Background: an optimization exercise with open tools, aiming at small area and few clock cycles. Do not read the settings as production practice.
In this exercise RTL edits were held to simulation tests only and were not proved equivalent to the original.
Power figures rest on the tool's default switching activity, not on a simulated workload.

==> design.v <==
module frame_codec_tx (
    input  wire        clk,
    input  wire        rst,
    input  wire        in_valid,
    input  wire [7:0]  in_data,
    output reg         in_ready,
    output reg         tx_valid,
    output reg  [7:0]  tx_data,
    output reg         tx_last,
    input  wire        tx_ready,
    output wire        rsp_valid,
    output wire [31:0] rsp_data,
    input  wire        rsp_ready
);
    localparam [3:0] S_C0  = 4'd0;    
    localparam [3:0] S_C1  = 4'd1;    
    localparam [3:0] S_C2  = 4'd2;    
    localparam [3:0] S_C3  = 4'd3;    
    localparam [3:0] S_TY  = 4'd4;    
    localparam [3:0] S_FC  = 4'd5;    
    localparam [3:0] S_SQ  = 4'd6;    
    localparam [3:0] S_LN  = 4'd7;    
    localparam [3:0] S_E0  = 4'd8;    
    localparam [3:0] S_E1  = 4'd9;    
    localparam [3:0] S_PY  = 4'd10;   
    localparam [3:0] S_K0  = 4'd11;   
    localparam [3:0] S_K1  = 4'd12;   
    localparam [3:0] S_DS  = 4'd13;   
    function [15:0] crc16_byte;
        input [15:0] crc_in;
        input [7:0]  b;
        integer k;
        reg [15:0] c;
        begin
            c = crc_in ^ {b, 8'h00};
            for (k = 0; k < 8; k = k + 1)
                c = c[15] ? ((c << 1) ^ 16'h1021) : (c << 1);
            crc16_byte = c;
        end
    endfunction
    reg        enabled;
    reg [7:0]  send_seq;
    reg [7:0]  sec_mode;
    reg [7:0]  frag_size;
    reg [3:0]  state;
    reg [2:0]  opc;         
    reg [7:0]  arg;
    reg [15:0] rem;         
    reg [7:0]  cnt;         
    reg        frag;        
    reg [15:0] crc;
    reg        rsp_pend;
    localparam [2:0] RS_NE = 3'b010;
    localparam [2:0] RS_BP = 3'b011;
    localparam [2:0] RS_BO = 3'b100;
    reg [7:0] rd_val;
    always @(*) begin
        case (arg[2:0])
            3'd0:    rd_val = {7'h00, enabled};
            3'd1:    rd_val = send_seq;
            3'd3:    rd_val = sec_mode;
            3'd4:    rd_val = frag_size;
            default: rd_val = 8'h00;
        endcase
        if (opc != 3'd7 || arg[7:3] != 5'h00) rd_val = 8'h00;
    end
    assign rsp_valid = rsp_pend;
    assign rsp_data  = {8'h00, crc[7:0], 12'h000, cnt[2], cnt[1], cnt[1], cnt[0]};
    wire chk = (arg[1:0] == 2'd0) ? sec_mode[4] :
               (arg[1:0] == 2'd1 && arg[7:2] != 6'h00 && arg[7:2] != 6'h12) ? sec_mode[0] :
               1'b0;
    wire send_go  = (opc == 3'd5) && enabled;
    wire in_c3    = (state == S_C3);
    wire frag_now = ((in_c3 ? in_data : rem[15:8]) != 8'h00) || (rem[7:0] > frag_size);
    wire [7:0] fc = {3'b000, (state == S_LN) ? 1'b0 : frag_now, 1'b0, 1'b1, chk, 1'b0};
    always @(*) begin
        in_ready = 1'b0;
        tx_valid = 1'b0;
        tx_data  = 8'h00;
        tx_last  = 1'b0;
        case (state)
            S_C0: in_ready = 1'b1;
            S_C1: in_ready = !rsp_pend;
            S_C2: begin
                in_ready = !rsp_pend && (!send_go || tx_ready);
                tx_valid = !rsp_pend && send_go && in_valid;
                tx_data  = arg;
            end
            S_C3: begin
                in_ready = !rsp_pend && (!send_go || tx_ready);
                tx_valid = !rsp_pend && send_go && in_valid;
                tx_data  = fc;
            end
            S_TY: begin tx_valid = 1'b1; tx_data = arg; end
            S_FC: begin tx_valid = 1'b1; tx_data = fc; end
            S_SQ: begin tx_valid = 1'b1; tx_data = crc[7:0]; end
            S_LN: begin
                tx_valid = 1'b1;
                tx_data  = frag ? frag_size + 8'd2 : rem[7:0];
                tx_last  = !frag && (rem[7:0] == 8'h00) && !chk;
            end
            S_E0: begin tx_valid = 1'b1; tx_data = rem[7:0]; end
            S_E1: begin tx_valid = 1'b1; tx_data = rem[15:8]; end
            S_PY: begin
                in_ready = tx_ready;
                tx_valid = in_valid;
                tx_data  = in_data;
                tx_last  = (cnt == 8'd1) && !chk;
            end
            S_K0: begin tx_valid = 1'b1; tx_data = crc[7:0]; end
            S_K1: begin tx_valid = 1'b1; tx_data = crc[15:8]; tx_last = 1'b1; end
            S_DS: in_ready = 1'b1;
            default: ;
        endcase
    end
    wire in_fire = in_valid && in_ready;
    wire tx_fire = tx_valid && tx_ready;
    wire [15:0] crc_next = crc16_byte(crc, tx_data);
    wire [15:0] len = {in_data, rem[7:0]};
    always @(posedge clk) begin
        if (rst) begin
            enabled   <= 1'b0;
            send_seq  <= 8'h00;
            sec_mode  <= 8'h00;
            frag_size <= 8'd16;
            state     <= S_C0;
            rsp_pend  <= 1'b0;
            opc       <= 3'd0;
            arg       <= 8'h00;
            rem       <= 16'h0;
            cnt       <= 8'h00;
            frag      <= 1'b0;
            crc       <= 16'h0;
        end else begin
            if (rsp_pend && rsp_ready)
                rsp_pend <= 1'b0;
            case (state)
                S_C0: if (in_fire) begin
                    if (in_data[7:4] == 4'h0 && in_data[3] == 1'b0 && in_data[2:0] != 3'd0 &&
                        in_data[2:0] != 3'd6)
                        opc <= in_data[2:0];
                    else if (in_data[3:0] == 4'h5 || in_data[3:0] == 4'h6)
                        opc <= 3'd6;
                    else
                        opc <= 3'd0;
                    state <= S_C1;
                end
                S_C1: if (in_fire) begin
                    arg   <= in_data;
                    state <= S_C2;
                end
                S_C2: if (in_fire) begin
                    rem[7:0] <= in_data;
                    state    <= S_C3;
                end
                S_C3: if (in_fire) begin
                    rem[15:8] <= in_data;
                    cnt       <= 8'h00;
                    crc       <= {8'h00, rd_val};
                    state     <= S_C0;
                    rsp_pend  <= 1'b1;
                    case (opc)
                        3'd1: begin
                            enabled   <= 1'b1;
                            send_seq  <= 8'h00;
                            sec_mode  <= 8'h00;
                            frag_size <= 8'd16;
                        end
                        3'd2: begin
                            if (!enabled)
                                cnt[2:0] <= RS_NE;
                            enabled   <= 1'b0;
                            send_seq  <= 8'h00;
                            sec_mode  <= 8'h00;
                            frag_size <= 8'd16;
                        end
                        3'd3: begin
                            if (!enabled)
                                cnt[2:0] <= RS_NE;
                            else if (arg == 8'd0 || arg > 8'd250)
                                cnt[2:0] <= RS_BP;
                            else
                                frag_size <= arg;
                        end
                        3'd4: begin
                            if (!enabled)
                                cnt[2:0] <= RS_NE;
                            else
                                sec_mode <= arg;
                        end
                        3'd5: begin
                            if (!enabled) begin
                                cnt[2:0] <= RS_NE;
                                if (len != 16'h0) begin
                                    rsp_pend <= 1'b0;
                                    state    <= S_DS;
                                end
                            end else begin
                                frag     <= frag_now;
                                crc      <= {8'h00, send_seq};
                                rsp_pend <= 1'b0;
                                state    <= S_SQ;
                            end
                        end
                        3'd7: begin
                            if (arg[7:3] != 5'h00)
                                cnt[2:0] <= RS_BP;
                        end
                        default: begin
                            cnt[2:0] <= RS_BO;
                            if (opc == 3'd6 && len != 16'h0) begin
                                rsp_pend <= 1'b0;
                                state    <= S_DS;
                            end
                        end
                    endcase
                end
                S_TY: if (tx_fire) state <= S_FC;
                S_FC: if (tx_fire) begin
                    frag  <= frag_now;
                    crc   <= {8'h00, send_seq};
                    state <= S_SQ;
                end
                S_SQ: if (tx_fire) begin
                    crc   <= crc_next;
                    state <= S_LN;
                end
                S_LN: if (tx_fire) begin
                    crc <= crc_next;
                    cnt <= tx_data;
                    if (frag)
                        state <= S_E0;
                    else if (rem[7:0] != 8'h00)
                        state <= S_PY;
                    else if (chk)
                        state <= S_K0;
                    else begin
                        send_seq <= send_seq + 8'd1;
                        crc      <= 16'h0;
                        rsp_pend <= 1'b1;
                        state    <= S_C0;
                    end
                end
                S_E0: if (tx_fire) begin
                    crc   <= crc_next;
                    cnt   <= cnt - 8'd1;
                    state <= S_E1;
                end
                S_E1: if (tx_fire) begin
                    crc   <= crc_next;
                    cnt   <= cnt - 8'd1;
                    state <= S_PY;
                end
                S_PY: if (tx_fire) begin
                    crc <= crc_next;
                    cnt <= cnt - 8'd1;
                    rem <= rem - 16'd1;
                    if (cnt == 8'd1) begin
                        if (chk)
                            state <= S_K0;
                        else begin
                            send_seq <= send_seq + 8'd1;
                            crc      <= 16'h0;
                            if (frag)
                                state <= S_TY;
                            else begin
                                rsp_pend <= 1'b1;
                                state    <= S_C0;
                            end
                        end
                    end
                end
                S_K0: if (tx_fire) state <= S_K1;
                S_K1: if (tx_fire) begin
                    send_seq <= send_seq + 8'd1;
                    crc      <= 16'h0;
                    if (frag)
                        state <= S_TY;
                    else begin
                        rsp_pend <= 1'b1;
                        state    <= S_C0;
                    end
                end
                S_DS: if (in_fire) begin
                    rem <= rem - 16'd1;
                    if (rem == 16'd1) begin
                        rsp_pend <= 1'b1;
                        state    <= S_C0;
                    end
                end
                default: state <= S_C0;
            endcase
        end
    end
endmodule
==> flow/run.sh <==
#!/bin/bash
# The standard layout (standard.sh) with these changes, all on ORFS's own
# make variables; floorplan, power grid, tap cells, placement, routing and
# fill are the standard steps:
#  - synthesis: every abc call of synth_recipe.tcl maps with
#    flow/abc_area.script, an area-oriented script without buffering, instead
#    of ORFS's speed script.  Flip-flops are mapped before abc, so the
#    registers are the standard synthesis's (same names, count and cells).
#  - the extra ORFS make variables in flow/make_args.txt (one per line):
#    ADDER_MAP_FILE= lets abc map the arithmetic instead of half-adder cells;
#    REMOVE_ABC_BUFFERS=1 removes yosys's pass-through buffers at floorplan;
#    SKIP_REPAIR_TIE_FANOUT=1 keeps one tie cell for the constant outputs;
#    BUFFER_PORTS_ARGS gives every input and output port a buf_1 buffer;
#    CTS_ARGS builds the clock tree from clkbuf_4/clkbuf_8 without dummy loads.
# Every tool's output goes to ORFS's logs under orfs/logs, and make's own
# output to flow_make.log.
set -euo pipefail
here=$(pwd)
{
  head -1 synth_recipe.tcl
  cat <<TCL
proc abc {args} {
  set new {}
  set skip 0
  foreach a \$args {
    if {\$skip} { set skip 0; continue }
    if {\$a eq "-script"} { set skip 1; continue }
    lappend new \$a
  }
  yosys abc -script $here/flow/abc_area.script {*}\$new
}
TCL
  tail -n +2 synth_recipe.tcl
} > area_synth.tcl
# standard.sh's make line, with our synthesis script and extra variables
python3 - "$here" <<'PY'
import re, shlex, sys
here = sys.argv[1]
extra = []
try:
    for line in open('flow/make_args.txt'):
        line = line.rstrip('\n')
        if line and not line.startswith('#'):
            extra.append(shlex.quote(line))
except FileNotFoundError:
    pass
s = open('standard.sh').read()
new = 'SYNTH_SCRIPT=' + here + '/area_synth.tcl ' + ' '.join(extra)
s = re.sub(r'SYNTH_SCRIPT=\S+', lambda m: new, s, count=1)
open('area_standard.sh', 'w').write(s)
PY
bash area_standard.sh > flow_make.log 2>&1
==> flow/abc_area.script <==
strash
&get -n
&deepsyn -I 4 -J 50
&put
balance -l
resub -K 6 -l
rewrite -l
resub -K 6 -N 2 -l
refactor -l
resub -K 8 -l
balance -l
resub -K 8 -N 2 -l
rewrite -l
resub -K 10 -l
rewrite -z -l
resub -K 10 -N 2 -l
balance -l
resub -K 12 -l
refactor -z -l
resub -K 12 -N 2 -l
rewrite -z -l
balance -l
&get -n
&dch -f
&nf -R 1000
&put
topo
==> flow/make_args.txt <==
ADDER_MAP_FILE=
REMOVE_ABC_BUFFERS=1
SKIP_REPAIR_TIE_FANOUT=1
BUFFER_PORTS_ARGS=-buffer_cell sky130_fd_sc_hd__buf_1
CTS_ARGS=-sink_clustering_enable -repair_clock_nets -buf_list {sky130_fd_sc_hd__clkbuf_4 sky130_fd_sc_hd__clkbuf_8} -dont_use_dummy_load
==> standard.sh <==
#!/bin/bash
# synth_recipe.tcl (not shown) runs the flow's synth.tcl, then flattens the netlist and writes it again
# the make line also repeats each setting of config.mk as NAME=value (left out here)
make -C /OpenROAD-flow-scripts/flow DESIGN_CONFIG=/design/flow/config.mk WORK_HOME=/design/flow/orfs CLKGATE_MAP_FILE= SYNTH_SCRIPT=/design/flow/synth_recipe.tcl "${@:-finish}"
==> config.mk <==
export PLATFORM = sky130hd
export DESIGN_NAME = frame_codec_tx
export DESIGN_NICKNAME = frame_codec_tx
export VERILOG_FILES = /design/flow/design.v
export SDC_FILE = /design/flow/constraint.sdc
export NUM_CORES = 4
export LEC_CHECK = 0
export CAP_MARGIN = 20
export CORE_MARGIN = 2
export CORE_UTILIZATION = 40
export CTS_BUF_LIST = sky130_fd_sc_hd__clkbuf_4 sky130_fd_sc_hd__clkbuf_8
export GPL_TIMING_DRIVEN = 0
export PLACE_DENSITY = 0.6
export SLEW_MARGIN = 20
==> constraint.sdc <==
create_clock -name core_clock -period 5.0 [get_ports {clk}]
set_input_delay 1.0000 -clock core_clock [delete_from_list [all_inputs] [get_ports {clk}]]
set_output_delay 1.0000 -clock core_clock [all_outputs]
set_load 0.01 [all_outputs]
==> metrics.yaml, run 1 <==
run_status:
  outcome: "no timing/DRC/antenna violations"
clock_network:
  cts_tree: "yes"
  clock_path_buffers: 2
  hold_buffers: 0
  path_clk_slew_ns: 0.08
  h-tree-depth: 3
  cts.sinks: 82
  root_buffer: "clkbuf_8"
  clock_latency_ns: 0.38
  cts_buffers: 9
global_routing:
  antenna_found_initial: 0
  grt_first_pass_wirelength_um: 23300
  gr-usage-all-layers_pct: 24.3
  grt_start_max_net_pins: 21
  gr-total-overflow: 0
  grt_pass1_vias: 4077
placed_design:
  port-buffer-count: 36
  gp_congestion: 0.935
  dpl.hpwl_um: 11200
  dpl-instance-area_um2: 4680
critical_path:
  startpoint: "state[2]"
  path_class: "reg2reg"
  reg2regPathDepth: 14
  crit_fanout: 17
  max_stage_delay_ns: 0.84
  r2r-end: "crc[5]"
  r2r_start: "state[2]"
  worstPathArrival_ns: 4.89
  crit_path_end: "crc[5]"
  cp_cell_sequence: "nor2_1 > nand2b_1 > o21ai_0 > nor2b_1 > a21oi_1 > o21ai_0 > and2_0 > nand3_1 > a21boi_0 > a211oi_1 > clkinv_1 > nor2_1 > a222oi_1 > o211ai_1"
  crit_required_ns: 5.29
  critical-path-slowest-cell: "a211oi_1"
  regToRegSetupSlack_ns: 0.40
  start_kind: "register"
  endpoint_kind: "register"
cells_and_area:
  final_core_util_pct: 42.6
  num_antenna_cells: 0
  regArea_um2: 1640
  drive_gt1_share_pct: 2.68
  fillCellCount: 1172
  layout_commonest_cell: "dfxtp_1"
  nets: 613
  areaGrowthSynthToFinish_pct: 5.05
  fin_area_um2: 4820
  layout_common_cells: "82 x dfxtp_1, 78 x nand2_1, 52 x nor2_1"
  multi_input_area_um2: 2650
pwr:
  ir_drop_mv: 0.243
  cellPowerDensity_nw_per_um2: 448
  p_leak_uw: 0.00175
floorplan:
  boundaryPins: 57
  die-area_um2: 12300
  core_area_um2: 11300
  start_util_pct: 40.5
  dieHeight_um: 111
  fp.dieW_um: 111
  rows: 39
route:
  drtAntennaViolNets: 0
  drc_errors: 0
  drt_first_iter_violations: 595
  num_vias: 4524
  first_pass_iters: 7
  wirelength_um: 15000
  vias_per_cell: 6.11
  post_drt_wl_per_cell_um: 20.2
timing:
  setup_tns_ns: 0
  hold_viol_final: 0
  setup_viol: 0
  slew-limit-headroom_pct: 26.1
  final_max_slew_viol_count: 0
  period_needed_ns: 4.60
  fmax_mhz: 217
  worstMarginPinSlew_ns: 1.10
  period_share_pct: 92.0
  finalClockSkew_ns: 0.0239
  grt_setup_unrepaired: "false"
synth:
  netlist_instances: 583
  ys_ff_latch: 82
  synthArstFlopShare_pct: 0
  ys_warn_count: 1
  ys.flop_type: "dfxtp_1"
  synth-edff-count: 0
  avgSynthCellArea_um2: 7.87
  ys_types: 45
  syn_area_um2: 4590
  ys_seq_area_share_pct: 35.8
run:
  maxCapViolations: 0
hold_path:
  worstHoldPathCells: 2
  hp-class: "reg2reg"
[cells by family after synthesis]
group / after synthesis / synth area share (%)
adder cells (fa/ha/maj): 1 / 0.218
flip-flops: 82 / 35.8
other: 1 / 0.0818
buffers and inverters: 52 / 6.88
XOR/XNOR: 34 / 6.49
AND/OR/NAND/NOR: 232 / 23.8
AO/OA/AOI/OAI: 180 / 26.5
multiplexers: 1 / 0.218
[sequential cells by signal, summed over array words and instances, names as in the netlist]
register / flops
arg: 8
cnt: 8
crc: 16
enabled: 1
frag: 1
frag_size: 8
opc: 3
rem: 16
rsp_pend: 1
sec_mode: 8
send_seq: 8
state: 4
[worst max-delay path: cells and delay by family (launching register included)]
family          cells  cell delay, ns
flops               1            0.77
compound gates      7            1.95
buf+inv             1            0.41
simple gates        6            1.39
[cells in the mapped netlist, drive strengths merged, types with 2 or more instances]
master | instances | area share [%]
a22oi | 15 | 2.5
buf | 32 | 5.2
nand4 | 4 | 0.55
nand2 | 78 | 6.4
and2 | 8 | 1.1
nor3b | 2 | 0.33
o22ai | 7 | 0.95
o211ai | 2 | 0.33
or2 | 3 | 0.41
a21oi | 39 | 4.3
nor4 | 6 | 0.82
a22o | 23 | 4.4
nand3 | 14 | 1.5
dfxtp | 82 | 36
clkinv | 20 | 1.6
nor2 | 53 | 4.3
a221o | 9 | 2.0
a222oi | 7 | 1.5
or3 | 4 | 0.55
or4 | 3 | 0.49
a31oi | 3 | 0.41
and3 | 11 | 1.5
a21o | 7 | 1.1
o31a | 2 | 0.38
nor2b | 9 | 1.2
a221oi | 5 | 0.95
o21ai | 44 | 4.8
a211oi | 6 | 0.98
nand2b | 8 | 1.1
a32o | 2 | 0.44
nor3 | 25 | 2.7
o21a | 5 | 0.82
xor2 | 13 | 2.5
xnor2 | 21 | 4.0
[routing by layer]
| layer | routed length (um) | global-route usage (%) | vias up |
|---|---|---|---|
| met2 | 6420 | 34.8 | 181 |
| li1 | - | - | 2147 |
| met4 | 430 | 10.8 | 0 |
| met1 | 7020 | 35.6 | 2164 |
| met5 | 0 | 0 | - |
| met3 | 1130 | 4.37 | 32 |
[worst min-delay path by stage]
stage | start | end | slack (ns)
after floorplan | cnt[7] | cnt[7] | 0.43
after global placement | cnt[7] | cnt[7] | 0.46
after detailed placement | cnt[7] | cnt[7] | 0.47
after CTS | cnt[7] | cnt[7] | 0.47
after global routing | cnt[7] | cnt[7] | 0.50
final | cnt[7] | cnt[7] | 0.47
[what timing repair did]
item | 4_1_cts | 5_1_grt
setup buffers | 0 | 0
gates resized for setup | 0 | 2
setup endpoints to repair | 0 | 8
hold endpoints to repair | 0 | 0
[report_power, final]
group	internal, uW	switching, uW
clock network	161	226
logic	317	520
registers	754	181
total	1230	928
[layout make-up]
| type | instances | share of cell area, % |
|---|---|---|
| Clock buffer | 9 | 2.57 |
| Tap cell | 143 | 3.71 |
| Sequential cell | 82 | 34.1 |
| Timing Repair Buffer | 38 | 3.06 |
| Multi-Input combinational cell | 449 | 55.0 |
| Inverter | 20 | 1.56 |
[per-stage QoR]
| step | instances | power (uW) | hold slack, ns | worst slack [ns] |
|---|---|---|---|---|
| 2_1_floorplan | 551 | 1490 | 0.434 | 1.41 |
| 4_1_cts | 740 | 2140 | 0.473 | 0.382 |
| 3_5_place_dp | 731 | 1750 | 0.466 | 0.391 |
| 6_report | 741 | 2160 | 0.475 | 0.401 |
| 3_3_place_gp | 730 | 1750 | 0.459 | 0.328 |
| 5_1_grt | 741 | 2290 | 0.497 | 0.138 |
Testbench counts, summed over its fixed seeds: cycles 61,323.
==> run 2, diff against run 1 <==
--- a/flow/abc_area.script
+++ b/flow/abc_area.script
@@ -1,6 +1,6 @@
 strash
 &get -n
-&deepsyn -I 4 -J 50
+&deepsyn -J 50
 &put
 balance -l
 resub -K 6 -l
==> run 2 against run 1 <==
Still clean; combinational power about the same; via count stayed put; total power stayed put; global-route usage did not move; sequential power barely moved; synthesized cell count is the same.
==> metrics.yaml, run 2 <==
synth:
  synth_mux_area_share_pct: 0.218
  syn_area_um2: 4590
  synth_xor_area_share_pct: 6.49
  yosysMostFrequentCell: "dfxtp_1"
  synth-compound-area-share_pct: 26.5
  netlist_instances: 583
  synthArstFlopShare_pct: 0
  synthSimpleGateAreaFrac_pct: 23.8
  avgSynthCellArea_um2: 7.87
  synthAdderAreaFrac_pct: 0.218
  ys_seq_area_share_pct: 35.8
  ys_ff_latch: 82
  synth_top_cell_by_area: "dfxtp_1"
  ys_types: 45
  synth_top_family_by_area: "compound AO/OA/AOI/OAI gates"
  synthTopCellsByArea: "dfxtp_1 36%, nand2_1 6.4%, buf_4 5.2%"
  synth_commonest_cells: "82 x dfxtp_1, 78 x nand2_1, 53 x nor2_1, 44 x o21ai_0, 39 x a21oi_1"
  synth_top_area_share_pct: 35.8
  synth-edff-count: 0
  ys.flop_type: "dfxtp_1"
  ys_warn_count: 1
critical_path:
  crit_fanout: 17
  path_class: "reg2reg"
  endpoint_kind: "register"
  reg2regPathDepth: 14
  crit_path_end: "crc[5]"
  regToRegSetupSlack_ns: 0.40
  r2r_start: "state[2]"
  worstPathArrival_ns: 4.89
  startpoint: "state[2]"
  r2r-end: "crc[5]"
  crit_required_ns: 5.29
  start_kind: "register"
clock_network:
  hold_buffers: 0
  cts_tree: "yes"
  clock_path_buffers: 2
  cts.sinks: 82
  root_buffer: "clkbuf_8"
  cts_buffers: 9
  path_clk_slew_ns: 0.08
  clock_latency_ns: 0.38
  h-tree-depth: 3
cells_and_area:
  multi_input_area_um2: 2650
  layout_common_cells: "82 x dfxtp_1, 78 x nand2_1, 52 x nor2_1"
  nets: 613
  fin_cells: 741
  reg.largest.list: "crc: 16 flops, rem: 16 flops"
  drive_gt1_share_pct: 2.68
  regArea_um2: 1640
  areaGrowthSynthToFinish_pct: 5.05
  layout_commonest_cell: "dfxtp_1"
  fillCellCount: 1172
  num_antenna_cells: 0
global_routing:
  gr-total-overflow: 0
  gr-usage-all-layers_pct: 24.3
  grt_first_pass_wirelength_um: 23300
  grt_start_max_net_pins: 21
  grt_pass1_vias: 4077
  antenna_found_initial: 0
pwr:
  power_uw: 2160
  ir_drop_mv: 0.243
  cellPowerDensity_nw_per_um2: 448
  p_leak_uw: 0.00175
placed_design:
  placed_cells: 731
  gp_congestion: 0.935
  port-buffer-count: 36
  dpl.hpwl_um: 11200
timing:
  grt_setup_unrepaired: "false"
  period_needed_ns: 4.60
  setup_viol: 0
  final_max_slew_viol_count: 0
  worstMarginPinSlew_ns: 1.10
  period_share_pct: 92.0
  whs_ns: 0.475
  slew-limit-headroom_pct: 26.1
  hold_viol_final: 0
  finalClockSkew_ns: 0.0239
  setup_tns_ns: 0
  fmax_mhz: 217
floorplan:
  boundaryPins: 57
  dieHeight_um: 111
  rows: 39
  start_util_pct: 40.5
  core_area_um2: 11300
  die-area_um2: 12300
  fp.dieW_um: 111
hold_path:
  hp-class: "reg2reg"
  worstHoldPathCells: 2
route:
  post_drt_wl_per_cell_um: 20.2
  wirelength_um: 15000
  first_pass_iters: 7
  drc_errors: 0
  num_vias: 4524
  drtAntennaViolNets: 0
  drt_first_iter_violations: 595
  vias_per_cell: 6.11
run:
  maxCapViolations: 0
run_status:
  outcome: "no timing/DRC/antenna violations"
[run 2: cell counts after synthesis]
Identical to the previous run, type by type.
[run 2: worst min-delay path by stage]
| stage | start | endpoint | slack [ns] |
|---|---|---|---|
| 4_1_cts | cnt[7] | cnt[7] | 0.47 |
| 3_5_place_dp | cnt[7] | cnt[7] | 0.47 |
| 5_1_grt | cnt[7] | cnt[7] | 0.50 |
| 2_1_floorplan | cnt[7] | cnt[7] | 0.43 |
| 6_report | cnt[7] | cnt[7] | 0.47 |
| 3_3_place_gp | cnt[7] | cnt[7] | 0.46 |
[run 2: logic make-up (layout without fill, tap and decap cells)]
kind of cell             count (synthesis)  in the layout
AO/OA/AOI/OAI                          180            180
multiplexers                             1              1
adder cells (fa/ha/maj)                  1              1
buffers and inverters                   52             67
AND/OR/NAND/NOR                        232            232
flip-flops                              82             82
other                                    1              1
XOR/XNOR                                34             34
[run 2: critical path, stage by stage (launching register included)]
cell	delay, ns
dfxtp_1	0.77
nor2_1	0.24
nand2b_1	0.19
o21ai_0	0.17
nor2b_1	0.16
a21oi_1	0.05
o21ai_0	0.40
and2_0	0.24
nand3_1	0.29
a21boi_0	0.26
a211oi_1	0.84
clkinv_1	0.41
nor2_1	0.27
a222oi_1	0.09
o211ai_1	0.14
[run 2: routing by layer]
layer / vias to the layer above / share of wire [%] / GRT usage [%]
met5: - / 0 / 0
met4: 0 / 2.9 / 10.8
met3: 32 / 7.5 / 4.37
met2: 181 / 43 / 34.8
met1: 2164 / 47 / 35.6
li1: 2147 / - / -
[run 2: timing repair]
| item | 4_1_cts | 5_1_grt |
|---|---|---|
| resized for setup | 0 | 2 |
| buffers inserted | 0 | 0 |
| setup endpoints to repair | 0 | 8 |
[run 2: power breakdown]
group / switching, uW / leakage, uW / internal [uW] / total (uW)
clock network: 226 / 0.0000647 / 161 / 388
registers: 181 / 0.000663 / 754 / 935
logic: 520 / 0.00103 / 317 / 837
[run 2: metrics by stage]
step | setup slack (ns) | util [%] | cell area (um2)
floorplan | 1.41 | - | 4350
global placement | 0.328 | 41.2 | 4660
detailed placement | 0.391 | 41.3 | 4680
CTS | 0.382 | 42.4 | 4800
global route | 0.138 | 42.6 | 4820
finish | 0.401 | 42.6 | 4820
[run 2: final cells by class]
class                      instances  area share, %
clock buffer                       9           2.57
inverter                          20           1.56
multi-input combinational        449           55.0
sequential                        82           34.1
tap                              143           3.71
timing repair buffer              38           3.06
==> run 3, diff against run 2 <==
--- a/config.mk
+++ b/config.mk
@@ -7,8 +7,8 @@
 export LEC_CHECK = 0
 export CAP_MARGIN = 20
 export CORE_MARGIN = 2
-export CORE_UTILIZATION = 40
+export CORE_UTILIZATION = 65
 export CTS_BUF_LIST = sky130_fd_sc_hd__clkbuf_4 sky130_fd_sc_hd__clkbuf_8
 export GPL_TIMING_DRIVEN = 0
-export PLACE_DENSITY = 0.6
+export PLACE_DENSITY = 0.8
 export SLEW_MARGIN = 20
==> run 3 against run 2 <==
Still clean; synthesized cell count unchanged; sequential power is 0.5% lower; final cell count shrank 6.5%; sequential share of layout area up 0.42 points; cell area is 1.2% lower; largest power group unchanged.
==> metrics.yaml, run 3 <==
critical_path:
  crit_fanout: 17
  endpoint_kind: "register"
  cp_cell_sequence: "nor2_1 > nand2b_1 > o21ai_0 > nor2b_1 > a21oi_1 > o21ai_0 > and2_0 > nand3_1 > a21boi_0 > a211oi_1 > clkinv_1 > nor2_1 > a22oi_1 > nand2_1 > a221o_1"
  worstPathArrival_ns: 4.88
  max_stage_delay_ns: 0.82
  start_kind: "register"
  crit_required_ns: 5.29
  critical-path-slowest-cell: "a211oi_1"
  path_class: "reg2reg"
cells_and_area:
  nets: 612
  layout_common_cells: "82 x dfxtp_1, 78 x nand2_1, 52 x nor2_1"
  reg.largest.list: "crc: 16 flops, rem: 16 flops"
  multi_input_area_um2: 2660
  fillCellCount: 591
  areaGrowthSynthToFinish_pct: 3.77
  layout_commonest_cell: "dfxtp_1"
  drive_gt1_share_pct: 2.68
  regArea_um2: 1640
  fin_cells: 693
  num_antenna_cells: 0
placed_design:
  dpl.hpwl_um: 10500
  gp_congestion: 1.02
  placed_cells: 684
  port-buffer-count: 36
route:
  wl_met1_um: 6040
  vias_per_cell: 6.79
  drc_errors: 0
  top_layer: "met4"
  drt_first_iter_violations: 629
  wirelength_um: 14400
  wl_met2_um: 6220
  post_drt_wl_per_cell_um: 20.7
  num_vias: 4705
  routed-wl-met3_um: 1580
  first_pass_iters: 6
  drtAntennaViolNets: 0
synth:
  synth_top_cell_by_area: "dfxtp_1"
  ys_ff_latch: 82
  ys_types: 45
  avgSynthCellArea_um2: 7.87
  synthArstFlopShare_pct: 0
  netlist_instances: 583
  ys_seq_area_share_pct: 35.8
  synthTopCellsByArea: "dfxtp_1 36%, nand2_1 6.4%, buf_4 5.2%"
  synth-edff-count: 0
  yosysMostFrequentCell: "dfxtp_1"
  synth_commonest_cells: "82 x dfxtp_1, 78 x nand2_1, 53 x nor2_1, 44 x o21ai_0, 39 x a21oi_1"
  ys.flop_type: "dfxtp_1"
  ys_warn_count: 1
  synth_top_area_share_pct: 35.8
  syn_area_um2: 4590
timing:
  final_max_slew_viol_count: 0
  fmax_mhz: 218
  period_needed_ns: 4.60
  finalClockSkew_ns: 0.0345
  setup_viol: 0
  setup_tns_ns: 0
  hold_viol_final: 0
  grt_setup_unrepaired: "false"
  slew-limit-headroom_pct: 30.6
  period_share_pct: 91.9
  worstMarginPinSlew_ns: 1.03
floorplan:
  rows: 30
  dieHeight_um: 88.0
  fp.dieW_um: 88.0
  die-area_um2: 7740
  core_area_um2: 6790
  boundaryPins: 57
  start_util_pct: 67.5
global_routing:
  antenna_found_initial: 0
  gr-total-overflow: 0
  grt_start_max_net_pins: 21
  grt_first_pass_wirelength_um: 22100
  grt_pass1_vias: 4202
  gr-usage-all-layers_pct: 37.7
run_status:
  outcome: "no timing/DRC/antenna violations"
run:
  maxCapViolations: 0
pwr:
  p_leak_uw: 0.00175
  ir_drop_mv: 0.234
  cellPowerDensity_nw_per_um2: 451
clock_network:
  cts.sinks: 82
  h-tree-depth: 3
  root_buffer: "clkbuf_8"
  clock_path_buffers: 2
  cts_buffers: 9
  clock_latency_ns: 0.37
  cts_tree: "yes"
  hold_buffers: 0
  path_clk_slew_ns: 0.07
hold_path:
  hp-class: "reg2reg"
[run 3: path summary, 6_finish.rpt]
kind | from | to | slack (ns) | cells after the start
hold / removal | cnt[7] | cnt[7] | 0.49 | 2
setup / recovery | state[2] | crc[6] | 0.40 | 15
hold reg to reg | cnt[7] | cnt[7] | 0.49 | 2
setup reg to reg | state[2] | crc[6] | 0.40 | 15
[run 3: per-layer routing]
| layer | GRT usage, % | vias up |
|---|---|---|
| li1 | - | 2147 |
| met1 | 54.0 | 2145 |
| met2 | 58.0 | 347 |
| met3 | 6.41 | 66 |
| met4 | 12.0 | 0 |
| met5 | 0 | - |
[run 3: cell type report]
type                    instances  share of cell area (%)
clock buffers                   9                    2.60
inverters                      20                    1.58
multi-input cells             449                    55.8
flip-flops and latches         82                    34.5
well taps                      96                    2.52
repair buffers                 37                    3.00
[run 3: kinds of logic (layout without fill, tap and decap cells)]
family	after synthesis	in the layout	share of synthesized area (%)
buf+inv	52	66	6.88
xor+xnor	34	34	6.49
compound gates	180	180	26.5
fa+ha+maj	1	1	0.218
flops	82	82	35.8
simple gates	232	232	23.8
mux	1	1	0.218
other cells	1	1	0.0818
[run 3: worst max-delay path, delay by kind of cell, from the launching register on]
family	cells	cell delay (ns)
DFF	1	0.75
buffers and inverters	1	0.41
AOI/OAI and AO/OA	7	1.85
and+or+nand+nor	7	1.51
[run 3: stage by stage]
stage                     hold WS (ns)  worst slack (ns)  total power, uW  cell area, um2  utilization [%]
after floorplan                  0.434              1.41             1490            4350                -
after global placement           0.457             0.646             1710            4600             67.7
after detailed placement         0.471             0.576             1730            4620             68.0
after CTS                        0.486             0.543             2100            4740             69.8
after global routing             0.500            0.0166             2260            4760             70.0
final                            0.487             0.405             2150            4760             70.0
[run 3: what timing repair did]
| item | CTS | global route |
|---|---|---|
| setup buffers | 0 | 0 |
| endpoints found under the hold margin | 0 | 0 |
| setup endpoints to repair | 0 | 2 |
| resized for setup | 0 | 2 |
[run 3: power by group]
part,leakage [uW],switching [uW],internal [uW]
logic,0.00102,521,316
clock network,0.0000647,217,161
registers,0.000663,176,754

-- separate check: timing with driven ports --
Ports are ideal in the flow. The routed layouts listed here were re-timed in OpenROAD.
Step 1, drivers: a clkbuf_16 drives clk and a buf_2 each remaining input, both assumed.
Step 2 times the ports against the registers' clock, not the clock port: input delays grow and output delays shrink by t, the midpoint of the rising clock arrivals with the driver on.
a / b / c = ideal / step 1 / step 2; a / b = the first two.
| run | t (ns) | setup WS [ns] | worst setup path after step 2 |
|---|---|---|---|
| run 1 | 0.403 | 0.401 / 0.401 / 0.401 | register to register |
| run 2 | 0.403 | 0.401 / 0.401 / 0.401 | register to register |
| run 3 | 0.382 | 0.405 / 0.405 / 0.405 | register to register |
After both steps setup and hold are still met in every run listed.
